Background: an optimization exercise with open tools, aiming at small area, a short achievable clock period and few clock cycles per item. Do not read the settings as production practice.
In this exercise RTL edits were held to simulation tests only and were not proved equivalent to the original.
Power is estimated from default activity; no workload was simulated.

== run D ==
==> flow/design.v (excerpt) <==
module feistel_cbc (
    input              clk,
    input              rst,
    input              start,
    input      [3:0]   op,
    input      [2:0]   kidx,
    input      [255:0] din,
    output             ready,
    output reg         done,
    output reg         err,
    output     [63:0]  blk,
    output     [63:0]  chain
);
    localparam OP_KEYLD   = 4'd0;
    localparam OP_BLKLD   = 4'd1;
    localparam OP_CHAINLD = 4'd2;
    localparam OP_BENC    = 4'd3;
    localparam OP_BDEC    = 4'd4;
    localparam OP_CBCENC  = 4'd5;
    localparam OP_CBCDEC  = 4'd6;
    localparam OP_FROUND  = 4'd7;
    localparam OP_FSWAP   = 4'd8;
    reg        idle;      
    reg        fr_q;      
    reg        dec_q;     
    reg        cenc_q;    
    reg        cdec_q;    
    reg [4:0]  rnd;       
    reg [31:0] key [0:7];
    reg [31:0] ka;        
    reg [63:0] blk_q;
    reg [63:0] chain_q;
    reg [63:0] save;      
    wire busy = ~idle;
    assign ready = idle;
    assign blk   = blk_q;
    assign chain = chain_q;
    wire is_dec  = (op == OP_BDEC) || (op == OP_CBCDEC);
    wire spec    = (op == OP_BENC) || is_dec;      
    wire acc_op  = ~rst & idle & start;
    wire op_kld  = acc_op & (op == OP_KEYLD);
    wire op_bld  = acc_op & (op == OP_BLKLD);
    wire op_cld  = acc_op & (op == OP_CHAINLD);
    wire op_spec = acc_op & spec;
    wire op_cenc = acc_op & (op == OP_CBCENC);
    wire op_swap = acc_op & (op == OP_FSWAP);
    wire [4:0] rnd_i  = rnd + 5'd1;
    wire       rev_i  = dec_q ? (rnd_i >= 5'd8) : (rnd_i >= 5'd24);
    wire [2:0] sel_b  = fr_q ? (rnd[3] ? 3'd0 : rnd[2:0]) : (rnd_i[2:0] ^ {3{rev_i}});
  ...
clock: 7.0 ns
lec_check: 0
cap_margin: 20
core_margin: 2
core_utilization: 40
setup_slack_margin: 3.9
slew_margin: 20
synth_hierarchical: 1
synth_minimum_keep_size: 0
standard.sh (not shown) runs the stock make flow with config.mk's settings and CLKGATE_MAP_FILE= SYNTH_SCRIPT=/design/flow/synth_recipe.tcl, a recipe that flattens the netlist after the stock synthesis.
==> flow/flow/run.sh <==
#!/bin/bash
# Standard ORFS layout with two changes: synthesis leaves out Yosys's
# full/half-adder extraction (ADDER_MAP_FILE empty), so ABC maps the adders
# with the rest of the logic; and the port buffers are the smallest buffer
# (sky130_fd_sc_hd__buf_1) instead of the cell buffer_ports picks by itself.
set -euo pipefail
cd "$(dirname "$0")/.."
bash standard.sh 'ADDER_MAP_FILE=' 'BUFFER_PORTS_ARGS=-buffer_cell sky130_fd_sc_hd__buf_1' finish > make_finish.log 2>&1
Run D finished end to end and its layout was clean on timing, DRC and antenna.
Testbench counts of run D, summed over its fixed seeds: cycles 12,832, blocks 384.
For run A, these inputs were changed with respect to run D:
-- flow/config.mk --
<<< run D, line 9
export CORE_MARGIN = 2
export CORE_UTILIZATION = 40
export SETUP_SLACK_MARGIN = 3.9
export SLEW_MARGIN = 20
export SYNTH_HIERARCHICAL = 1
>>> run A, line 9
export CORE_MARGIN = 2
export CORE_UTILIZATION = 40
export SETUP_SLACK_MARGIN = 4.0
export SLEW_MARGIN = 20
export SYNTH_HIERARCHICAL = 1
Findings:
Run D -> run A: number of sequential cells delta 0, exact match
Number of placed instances with taps included: run D vs run A — no meaningful difference
Delta (run A minus run D): cell depth of the worst flop-to-flop path now sits lower, met3 capacity usage during global routing now sits higher, number of resized instances in the post-cts repair step now sits higher, register-to-register slack now sits higher, vertical die dimension now sits at about the same level.
Compared with run D, run A shows a highest achievable clock rate that is about 5.3% higher.
First-iteration detailed-routing DRC count: run A < run D
Count of clock-buffer cells in the layout (higher): run A
Run A -> run D: routed wire length flat


Another version of the RTL of feistel_cbc (not shown whole).
Size in the first run: roughly 400 I/O pins.
==> flow/design.v (excerpt) <==
module feistel_cbc (
    input              clk,
    input              rst,
    input              start,
    input      [3:0]   op,
    input      [2:0]   kidx,
    input      [255:0] din,
    output             ready,
    output reg         done,
    output reg         err,
    output     [63:0]  blk,
    output     [63:0]  chain
);
    localparam OP_KEYLD   = 4'd0;
    localparam OP_BLKLD   = 4'd1;
    localparam OP_CHAINLD = 4'd2;
    localparam OP_BENC    = 4'd3;
    localparam OP_BDEC    = 4'd4;
    localparam OP_CBCENC  = 4'd5;
    localparam OP_CBCDEC  = 4'd6;
    localparam OP_FROUND  = 4'd7;
    localparam OP_FSWAP   = 4'd8;
    reg        busy;      
    reg        fr_q;      
    reg        dec_q;     
    reg        cenc_q;    
    reg        cdec_q;    
    reg [4:0]  rnd;       
    reg [31:0] key [0:7];
    reg [31:0] ka;        
    reg [63:0] blk_q;
    reg [63:0] chain_q;
    reg [63:0] save;      
    assign ready = ~busy;
    assign blk   = blk_q;
    assign chain = chain_q;
    wire       accept  = start & ~busy;
    wire       is_fr   = (op == OP_FROUND);
    wire       is_cenc = (op == OP_CBCENC);
    wire       is_dec  = (op == OP_BDEC) || (op == OP_CBCDEC);
    wire       spec    = (op == OP_BENC) || is_dec;    
  ...
export LEC_CHECK = 0
export CAP_MARGIN = 20
export CORE_MARGIN = 2
export CORE_UTILIZATION = 40
export SETUP_SLACK_MARGIN = 3.8
export SLEW_MARGIN = 20
export SYNTH_HIERARCHICAL = 1
export SYNTH_MINIMUM_KEEP_SIZE = 0
create_clock -name core_clock -period 7.0 [get_ports {clk}]
Scripts as last shown in full above: flow/flow/run.sh
The starting point ran to the end with no violations.
Testbench counts at the start, summed over its fixed seeds: cycles 12,832, blocks 384.
Edit:
==> flow/flow/run.sh (replaced) <==
#!/bin/bash
# Standard ORFS layout, with the port buffers made of the smallest buffer
# (sky130_fd_sc_hd__buf_1) instead of the cell buffer_ports picks by itself.
set -euo pipefail
cd "$(dirname "$0")/.."
bash standard.sh 'BUFFER_PORTS_ARGS=-buffer_cell sky130_fd_sc_hd__buf_1' finish > make_finish.log 2>&1
- SETUP_SLACK_MARGIN: 3.8 -> 3.5
Result: The new run ran to the end with no violations. Core utilization shrinks by 1.4 points. Setup slack gets worse by 230 ps. Sequential share of layout area falls by 0.99 points. Clock-buffer cell count came out higher by 3. Total power came out higher by about 2.8%. Final area came out higher by 3.0%. Critical path depth stays the same. Die area increases by about 6%. Area after synthesis came out higher by 6.1%. Wire length came out higher by 0.96%. Via count came out higher by 3.8%.

[afterwards: timing with drivers on the ports]
How much do the figures lean on ideal ports? The routed layouts below were timed once more, with nothing changed but the port constraints. Step 1, drivers: a clkbuf_16 drives clk and a buf_2 each remaining input, both assumed. Step 2 times the ports against the registers' clock, not the clock port: input delays grow and output delays shrink by t, the midpoint of the rising clock arrivals with the driver on. Slacks: no drivers / after step 1 / after step 2; pairs: no drivers / after step 1.
run	shift t [ns]	setup slack, ns	worst slew at a driven data input, ns	pins driven straight from the clock port
run D	0.674	3.865 / 3.907 / 3.233	0.09	1
run A	0.678	4.024 / 3.890 / 3.212	0.21	1
the first run of note 2	0.681	3.817 / 3.827 / 3.146	0.10	1
the second run of note 2	0.690	3.588 / 3.588 / 2.954	0.09	1
After both steps every run listed still meets setup and hold. For run A, which loses most, drivers alone change the setup slack by -0.134 ns; drivers and shift together by -0.812 ns.
